What follows belongs to an exercise in optimizing a design on an open flow for a short achievable clock period and few clock cycles; a production flow would make more cautious choices. At most, simulation tests tie the RTL to the original design; equivalence was not proved. Power figures rest on the tool's default switching activity, not on a simulated workload.

## oak
## idxfp
module idxfp (
    input             clk,
    input             rst,             
    input             reset_capable,   
    input             poll,
    input      [31:0] now,
    output            busy,
    input             rx_avail,
    input       [7:0] rx_data,
    output            rx_pop,
    output            rdr_rst_n,
    output            ev_read,
    output            ev_remove,
    output     [39:0] ev_tag,
    input             cfg_req,
    input             cfg_we,
    input       [1:0] cfg_addr,
    input      [31:0] cfg_wdata,
    output     [31:0] cfg_rdata
);
    localparam [31:0] WAIT_RESET = 32'd1000;
    localparam [1:0] P_IDLE    = 2'd0;
    localparam [1:0] P_SETTLED = 2'd1;
    localparam [1:0] P_AWAIT   = 2'd2;
    localparam E_CHK = 0;
    localparam E_FRM = 1;
    localparam E_HEX = 2;
    localparam E_OVF = 3;
    reg         rc;          
    reg         act;         
    reg         pe;          
    reg  [3:0]  cnt;         
    reg         seen;        
    reg         f_rt;        
    reg         f_exp;       
    reg         nr, nm, np;  
    reg  [31:0] now_q;       
    reg  [32:0] dl_c;        
    reg  [7:0]  fb [0:5];
    reg  [3:0]  hold;
    reg  [3:0]  ncnt;
    reg         fd_err;
    reg         in_frame;
    reg  [1:0]  pstate;
    reg  [32:0] deadline;
    reg  [39:0] last_tag;
    reg  [31:0] wait_r;
    reg  [1:0]  ev_en;
    reg  [3:0]  errstat;
    reg  [31:0] cfg_rdata_q;
    wire       is_stx  = (rx_data == 8'h02);
    wire       is_etx  = (rx_data == 8'h03);
    wire       is_pad  = (rx_data == 8'h0D) || (rx_data == 8'h0A);
    wire       is_hexd = (rx_data[7:4] == 4'h3) && (rx_data[3:0] <= 4'h9);
    wire       is_hexl = (rx_data[7:3] == 5'b01000) && (rx_data[2:0] != 3'd0) && (rx_data[2:0] != 3'd7);
    wire       is_hex  = is_hexd || is_hexl;
    wire       is_inv  = !(is_stx || is_etx || is_pad || is_hex);
  ...
export LEC_CHECK = 0
export CAP_MARGIN = 20
export CORE_MARGIN = 2
export CORE_UTILIZATION = 40
export SLEW_MARGIN = 20
create_clock -name core_clock -period 5.0 [get_ports {clk}]
run.sh (not shown) runs the stock make flow with config.mk's settings and CLKGATE_MAP_FILE= SYNTH_SCRIPT=/design/flow/synth_recipe.tcl, a recipe that flattens the netlist after the stock synthesis.
oak completed; timing, DRC and antenna clean
Setup changes, oak to pine
- ABC_CLOCK_PERIOD_IN_PS newly set to 2000
- SETUP_SLACK_MARGIN newly set to 2.7
### Flow results
- Compared with oak, wire length in pine increased by more than 10%.
- Max total power of the final layout across oak and pine: pine
- From oak to pine the numbers moved as follows: total global routing track utilization shows an increase of 1.5 points, cell depth of the worst flop-to-flop path rose 5, sequential share of layout area shows a reduction of 4.6 points, met1 routed wirelength after detailed routing dropped 82 µm, post-route clock period utilization dropped 21 points.
No run of this note included a check of the RTL's function; only the layout flow was run.

T:
idxfp, a different RTL version from the one above (not shown whole).
Size in the first run: ~270 flip-flops, roughly 160 I/O pins, roughly 0.013 mm² of cells after synthesis.
clock: 5.0 ns
lec_check: 0
cap_margin: 20
core_margin: 2
core_utilization: 40
setup_slack_margin: 3.0
slew_margin: 20
synth_hierarchical: 1
T finished every step from synthesis to the final layout, and the layout passed the timing, design-rule and antenna checks.
Here is what was changed in the inputs of P compared with T.
- a change of SETUP_SLACK_MARGIN from 3.0 to 2.7
==> comparison <==
- [compare] base=T new=P: clock network power share moved up, wire length of the first global-routing pass moved down.
- Comparing P and T, share of the core filled with cells in the final layout is higher on T.
- A start point of the critical path of now[17] is what P shows, while rx_avail belongs to T.
- T reports its highest metal layer with signal wires as met5 while P reports met4.
- P reports its critical path endpoint as nm while T reports ev_read.
- Highest clock frequency the design can meet went up by a few percent going from T to P.
- Between T and P, the flow reports met3 layer wire length in the routed design decreasing by more than a quarter.
- Higher buffer share of cell area was reported by T, not P.
No run of this note included a check of the RTL's function; only the layout flow was run.

build 11:
idxfp, a different RTL version from the one above (not shown whole).
For scale: ~280 flip-flops.
Settings: LEC_CHECK=0, CAP_MARGIN=20, CORE_MARGIN=2, CORE_UTILIZATION=40, SETUP_SLACK_MARGIN=2.7, SLEW_MARGIN=20, SYNTH_HIERARCHICAL=1; clock period 5.0 ns.
standard.sh (not shown) runs the stock make flow with config.mk's settings and CLKGATE_MAP_FILE= SYNTH_SCRIPT=/design/flow/synth_recipe.tcl, a recipe that flattens the netlist after the stock synthesis.
==> flow/flow/run.sh <==
#!/bin/bash
# The standard layout flow (standard.sh), with the platform's don't-use
# list extended by slow high-fan-in OR/NOR cells, 3-input XOR/XNOR cells and
# the adder cells, so that ABC and the resizer map the logic onto faster
# gates. Everything else, synthesis script included, is the standard flow.
set -euo pipefail
here=$(pwd)
du=$(make -s -C "$FLOW_HOME" DESIGN_CONFIG="$here/config.mk" WORK_HOME="$here/orfs" \
       print-DONT_USE_CELLS 2> "$here/print_dont_use.log" | sed -n 's/^DONT_USE_CELLS: //p')
extra=$(tr '\n' ' ' < "$here/flow/dont_use_extra.txt")
bash standard.sh "DONT_USE_CELLS=$du $extra" finish > "$here/standard_flow.log" 2>&1
==> flow/flow/dont_use_extra.txt <==
sky130_fd_sc_hd__or3_*
sky130_fd_sc_hd__or3b_*
sky130_fd_sc_hd__or4_*
sky130_fd_sc_hd__or4b_*
sky130_fd_sc_hd__or4bb_*
sky130_fd_sc_hd__nor4_*
sky130_fd_sc_hd__nor4b_*
sky130_fd_sc_hd__nor4bb_*
sky130_fd_sc_hd__xor3_*
sky130_fd_sc_hd__xnor3_*
sky130_fd_sc_hd__a2111o_*
sky130_fd_sc_hd__a2111oi_*
sky130_fd_sc_hd__fa_*
sky130_fd_sc_hd__ha_*
Testbench counts of build 11, summed over its fixed seeds: cycles 53,383.
Here is what was changed in the inputs of build 93 compared with build 11.
==> flow/flow/run.sh <==
#!/bin/bash
# The standard layout flow (standard.sh), with the platform's don't-use
# list extended by the slow cells listed in dont_use_extra.txt (high-fan-in
# OR/NOR cells, 3-input XOR/XNOR, adder and majority cells, wide AND-OR
# cells), so that ABC and the resizer map the logic onto faster gates.
# Everything else, synthesis script included, is the standard flow.
set -euo pipefail
here=$(pwd)
du=$(make -s -C "$FLOW_HOME" DESIGN_CONFIG="$here/config.mk" WORK_HOME="$here/orfs" \
       print-DONT_USE_CELLS 2> "$here/print_dont_use.log" | sed -n 's/^DONT_USE_CELLS: //p')
if [[ -z "$du" ]]; then
  echo "could not read the platform's DONT_USE_CELLS" >&2
  exit 1
fi
extra=$(tr '\n' ' ' < "$here/flow/dont_use_extra.txt")
bash standard.sh "DONT_USE_CELLS=$du $extra" finish > "$here/standard_flow.log" 2>&1
--- a/flow/flow/dont_use_extra.txt
+++ b/flow/flow/dont_use_extra.txt
@@ -13,2 +13,9 @@
 sky130_fd_sc_hd__fa_*
 sky130_fd_sc_hd__ha_*
+sky130_fd_sc_hd__maj3_*
+sky130_fd_sc_hd__a211oi_*
+sky130_fd_sc_hd__a211o_*
+sky130_fd_sc_hd__a311o_*
+sky130_fd_sc_hd__a311oi_*
+sky130_fd_sc_hd__o311a_*
+sky130_fd_sc_hd__o311ai_*
==> comparison <==
- Going from build 11 to build 93, clock-buffer cell count down 1, static leakage up about 2.2%, total wire length after detailed routing up about 3.6%, combinational gate power down about 2%, number of inserted filler cells in the final layout up 111.
- Build 93 vs. build 11: setup slack of the critical path after layout went up by 0.045 ns.
- Build 11 ended up with act$_DFF_P_ as its end point of the critical path; build 93 ended up with rx_pop.
Edits applied to the flow inputs when going from build 93 to build 70:
==> flow/flow/run.sh <==
#!/bin/bash
# The standard layout flow (standard.sh), with the platform's don't-use
# list extended by slow high-fan-in OR/NOR cells, 3-input XOR/XNOR cells and
# the adder cells, so that ABC and the resizer map the logic onto faster
# gates. Everything else, synthesis script included, is the standard flow.
set -euo pipefail
here=$(pwd)
du=$(make -s -C "$FLOW_HOME" DESIGN_CONFIG="$here/config.mk" WORK_HOME="$here/orfs" \
       print-DONT_USE_CELLS 2> "$here/print_dont_use.log" | sed -n 's/^DONT_USE_CELLS: //p')
extra=$(tr '\n' ' ' < "$here/flow/dont_use_extra.txt")
bash standard.sh "DONT_USE_CELLS=$du $extra" finish > "$here/standard_flow.log" 2>&1
==> comparison <==
Non-clock buffer count: build 93 vs build 70 identical. HPWL reported at the end of detailed placement came out exactly the same in build 70 and build 93. Having completed the whole flow, build 70 delivered a layout that passed the timing, design-rule and antenna checks. Diff build 93 -> build 70: number of cells in the design after placement stayed essentially flat, total power held, relative contribution of combinational cells to total power ~0 delta, worst hold slack was more or less identical. Comparing build 70 against build 93, there is no change at all in worst setup slack. Diff build 93..build 70 | mean routed wirelength per cell | unchanged. In terms of post-layout utilization of the core, build 70 and build 93 differ only marginally.
Input-level comparison between build 98 and build 70:
==> flow/run.sh (new file) <==
#!/bin/bash
# synth_recipe.tcl (not shown) runs the flow's synth.tcl, then flattens the netlist and writes it again
# the make line also repeats each setting of config.mk as NAME=value (left out here)
make -C /OpenROAD-flow-scripts/flow DESIGN_CONFIG=/design/flow/config.mk WORK_HOME=/design/flow/orfs CLKGATE_MAP_FILE= SYNTH_SCRIPT=/design/flow/synth_recipe.tcl finish
removed: flow/flow/run.sh
removed: flow/flow/dont_use_extra.txt
removed: flow/standard.sh
Results
What build 70 reported for layout clock buffer count has to be multiplied by 1.14 to get the figure for build 98.
Summary of build 98 over build 70: final cell area excluding filler cells grew by 4.0%, mean post-synth cell area grew by 4.1%, filler-free cell count of the finished design shrank by 1.6%, required time reported for the critical path endpoint grew by 1.42 ns.
In the metrics for build 98 and build 70, the one carrying the lower summed instance area of the synthesized netlist is build 98.
Build 98 vs. build 70: logic depth of the worst register-to-register path went up by 1.

## v6
Another version of the RTL of idxfp (not shown whole).
For scale: ~1700 cells after synthesis, about 14000 um2 of cells after synthesis.
clock: 5.0 ns
lec_check: 0
cap_margin: 20
core_margin: 2
core_utilization: 40
setup_slack_margin: 2.7
slew_margin: 20
synth_hierarchical: 1
==> flow/flow/run.sh <==
#!/bin/bash
# The standard layout flow (standard.sh), with the platform's don't-use
# list extended by slow high-fan-in OR/NOR cells, 3-input XOR/XNOR cells and
# the adder cells, so that ABC and the resizer map the logic onto faster
# gates. Everything else, synthesis script included, is the standard flow.
set -euo pipefail
here=$(pwd)
du=$(make -s -C "$FLOW_HOME" DESIGN_CONFIG="$here/config.mk" WORK_HOME="$here/orfs" \
       print-DONT_USE_CELLS 2> "$here/print_dont_use.log" | sed -n 's/^DONT_USE_CELLS: //p')
extra=$(tr '\n' ' ' < "$here/flow/dont_use_extra.txt")
bash standard.sh "DONT_USE_CELLS=$du $extra" finish > "$here/standard_flow.log" 2>&1
==> flow/flow/dont_use_extra.txt <==
sky130_fd_sc_hd__or3_*
sky130_fd_sc_hd__or3b_*
sky130_fd_sc_hd__or4_*
sky130_fd_sc_hd__or4b_*
sky130_fd_sc_hd__or4bb_*
sky130_fd_sc_hd__nor4_*
sky130_fd_sc_hd__nor4b_*
sky130_fd_sc_hd__nor4bb_*
sky130_fd_sc_hd__xor3_*
sky130_fd_sc_hd__xnor3_*
sky130_fd_sc_hd__a2111o_*
sky130_fd_sc_hd__a2111oi_*
sky130_fd_sc_hd__fa_*
sky130_fd_sc_hd__ha_*
sky130_fd_sc_hd__nor3_*
sky130_fd_sc_hd__nor3b_*
sky130_fd_sc_hd__and4b_*
sky130_fd_sc_hd__and4bb_*
sky130_fd_sc_hd__mux4_*
diff inputs: v6 => v7
==> flow/run.sh (new file) <==
#!/bin/bash
# synth_recipe.tcl (not shown) runs the flow's synth.tcl, then flattens the netlist and writes it again
# the make line also repeats each setting of config.mk as NAME=value (left out here)
make -C /OpenROAD-flow-scripts/flow DESIGN_CONFIG=/design/flow/config.mk WORK_HOME=/design/flow/orfs CLKGATE_MAP_FILE= SYNTH_SCRIPT=/design/flow/synth_recipe.tcl finish
removed: flow/flow/run.sh
removed: flow/flow/dont_use_extra.txt
removed: flow/standard.sh
==> comparison <==
- In v7, the final worst-path setup slack came out 0.10 ns below the value in v6.
- act$_DFF_P_ as the end point of the critical path was reported by v6, and dl_lo[10]$_DFF_P_ by v7.
- v7 gives more count of buffers not belonging to the clock network in the layout than v6 did.
- On v7: total power is 1.5% higher than what v6 gave.
- Summary of v7 over v6: first-pass GRT wire length went up about 1.6%; number of top-level pins held; number of ordinary inverters in the final layout went up about 80%; worst reg2reg path depth went up 2.
Function was not checked in any run of this note: the RTL went through the layout flow alone.

Another version of the RTL of idxfp (not shown whole).
For scale: roughly 1,600 cells after synthesis, roughly 280 flip-flops, about 0.014 mm² of cells after synthesis.
==> flow/config.mk <==
export PLATFORM = sky130hd
export DESIGN_NAME = idxfp
export DESIGN_NICKNAME = idxfp
export VERILOG_FILES = /design/flow/design.v
export SDC_FILE = /design/flow/constraint.sdc
export NUM_CORES = 4
export LEC_CHECK = 0
export CAP_MARGIN = 20
export CORE_MARGIN = 2
export CORE_UTILIZATION = 40
export SETUP_SLACK_MARGIN = 2.7
export SLEW_MARGIN = 20
export SYNTH_HIERARCHICAL = 1
==> flow/constraint.sdc <==
create_clock -name core_clock -period 5.0 [get_ports {clk}]
set_input_delay 1.0000 -clock core_clock [delete_from_list [all_inputs] [get_ports {clk}]]
set_output_delay 1.0000 -clock core_clock [all_outputs]
set_load 0.01 [all_outputs]
run.sh (not shown) runs the stock make flow with config.mk's settings and CLKGATE_MAP_FILE= SYNTH_SCRIPT=/design/flow/synth_recipe.tcl, a recipe that flattens the netlist after the stock synthesis.
Stock flow here: none of the scripts above is used.
The first run finished with timing, DRC and antenna clean.
Testbench counts at the start, summed over its fixed seeds: cycles 53,383.
Edit:
- SETUP_SLACK_MARGIN: 2.7 -> 2.6
Outcome: Cell area drops by a few percent. Global-route usage drops by 0.54 points. Die area stays the same. Routed wire length drops by a few percent. Clock skew is about the same.
Edit:
==> flow/flow/run.sh (new file) <==
#!/bin/bash
# The standard layout flow (standard.sh), with the platform's don't-use
# list extended by slow high-fan-in OR/NOR cells, 3-input XOR/XNOR cells and
# the adder cells, so that ABC and the resizer map the logic onto faster
# gates. Everything else, synthesis script included, is the standard flow.
set -euo pipefail
here=$(pwd)
du=$(make -s -C "$FLOW_HOME" DESIGN_CONFIG="$here/config.mk" WORK_HOME="$here/orfs" \
       print-DONT_USE_CELLS 2> "$here/print_dont_use.log" | sed -n 's/^DONT_USE_CELLS: //p')
extra=$(tr '\n' ' ' < "$here/flow/dont_use_extra.txt")
bash standard.sh "DONT_USE_CELLS=$du $extra" finish > "$here/standard_flow.log" 2>&1
==> flow/flow/dont_use_extra.txt (new file) <==
sky130_fd_sc_hd__or3_*
sky130_fd_sc_hd__or3b_*
sky130_fd_sc_hd__or4_*
sky130_fd_sc_hd__or4b_*
sky130_fd_sc_hd__or4bb_*
sky130_fd_sc_hd__nor4_*
sky130_fd_sc_hd__nor4b_*
sky130_fd_sc_hd__nor4bb_*
sky130_fd_sc_hd__xor3_*
sky130_fd_sc_hd__xnor3_*
sky130_fd_sc_hd__a2111o_*
sky130_fd_sc_hd__a2111oi_*
sky130_fd_sc_hd__fa_*
sky130_fd_sc_hd__ha_*
==> flow/standard.sh (new file) <==
#!/bin/bash
# synth_recipe.tcl (not shown) runs the flow's synth.tcl, then flattens the netlist and writes it again
# the make line also repeats each setting of config.mk as NAME=value (left out here)
make -C /OpenROAD-flow-scripts/flow DESIGN_CONFIG=/design/flow/config.mk WORK_HOME=/design/flow/orfs CLKGATE_MAP_FILE= SYNTH_SCRIPT=/design/flow/synth_recipe.tcl "${@:-finish}"
- SETUP_SLACK_MARGIN: 2.6 -> 2.7
removed: flow/run.sh
The changed run completed without violations.
Hold slack gains 0.0083 ns.
First-iteration DRC count climbs by 13%.
Area after synthesis drops by 1.2%.
Worst setup slack loses 0.0097 ns.
Final area climbs by 0.78%.
Power barely changes.
Maximum frequency drops by 0.40%.
Wire length climbs by 3.2%.
Global-route usage climbs by 0.98 points.
Register-to-register slack gains 0.12 ns.
Edit:
==> flow/run.sh (new file) <==
#!/bin/bash
# synth_recipe.tcl (not shown) runs the flow's synth.tcl, then flattens the netlist and writes it again
# the make line also repeats each setting of config.mk as NAME=value (left out here)
make -C /OpenROAD-flow-scripts/flow DESIGN_CONFIG=/design/flow/config.mk WORK_HOME=/design/flow/orfs CLKGATE_MAP_FILE= SYNTH_SCRIPT=/design/flow/synth_recipe.tcl finish
- SETUP_SLACK_MARGIN: 2.7 -> 2.8
removed: flow/flow/run.sh
removed: flow/flow/dont_use_extra.txt
removed: flow/standard.sh
After rerunning:
- global-route usage increases by 0.39 points
- worst hold slack stays flat
- cell area increases by about 7%
- core utilization increases by 3.4 points
- power decreases by about 3%
- critical path depth increases by 10
- synthesized area increases by 1.2%
- sequential share of layout area decreases by 1.9 points
- setup slack is better by 0.038 ns

what the ideal ports hide:
Ports are ideal in the flow. The routed layouts listed here were re-timed in OpenROAD. Step 1, drivers: a clkbuf_16 drives clk and a buf_2 each remaining input, both assumed. Step 2, shift: input delay + t, output delay - t, t = (earliest + latest rising clock arrival at the registers) / 2. This alone moves slack from input paths to output paths. Three values: no drivers, after step 1, after step 2; two values: the first two.
| run | t, ns | setup slack, ns | hold WS [ns] | worst register clock-pin slew, ns | pins driven straight from the clock port |
|---|---|---|---|---|---|
| oak | 0.601 | 0.855 / 0.884 / 0.282 | 0.425 / 0.425 / 0.425 | 0.06 / 0.06 | 1 |
| pine | 0.601 | 1.902 / 1.906 / 1.305 | 0.429 / 0.429 / 0.429 | 0.06 / 0.06 | 1 |
| T | 0.602 | 2.559 / 2.489 / 2.039 | 0.434 / 0.434 / 0.434 | 0.06 / 0.06 | 1 |
| P | 0.596 | 2.625 / 2.608 / 2.049 | 0.435 / 0.435 / 0.435 | 0.06 / 0.06 | 1 |
| build 11 | 0.602 | 2.591 / 2.575 / 1.973 | 0.435 / 0.435 / 0.435 | 0.06 / 0.06 | 1 |
| build 93 | 0.603 | 2.635 / 2.598 / 2.175 | 0.433 / 0.433 / 0.433 | 0.07 / 0.07 | 1 |
| build 70 | 0.603 | 2.635 / 2.598 / 2.175 | 0.433 / 0.433 / 0.433 | 0.07 / 0.07 | 1 |
| build 98 | 0.603 | 2.535 / 2.544 / 1.941 | 0.434 / 0.434 / 0.434 | 0.06 / 0.06 | 1 |
| v6 | 0.605 | 2.537 / 2.512 / 1.906 | 0.436 / 0.436 / 0.436 | 0.06 / 0.06 | 1 |
| v7 | 0.615 | 2.437 / 2.420 / 1.805 | 0.435 / 0.435 / 0.435 | 0.06 / 0.06 | 1 |
| the first run of note 5 | 0.599 | 2.637 / 2.607 / 2.041 | 0.433 / 0.433 / 0.433 | 0.07 / 0.07 | 1 |
| the second run of note 5 | 0.601 | 2.580 / 2.597 / 1.995 | 0.424 / 0.424 / 0.424 | 0.06 / 0.06 | 1 |
| the third run of note 5 | 0.606 | 2.570 / 2.524 / 1.960 | 0.433 / 0.433 / 0.433 | 0.06 / 0.06 | 1 |
| the fourth run of note 5 | 0.599 | 2.608 / 2.606 / 2.008 | 0.431 / 0.431 / 0.431 | 0.06 / 0.06 | 1 |
After both steps setup and hold are still met in every run listed. For v7, which loses most, drivers alone change the setup slack by -0.017 ns; drivers and shift together by -0.632 ns.
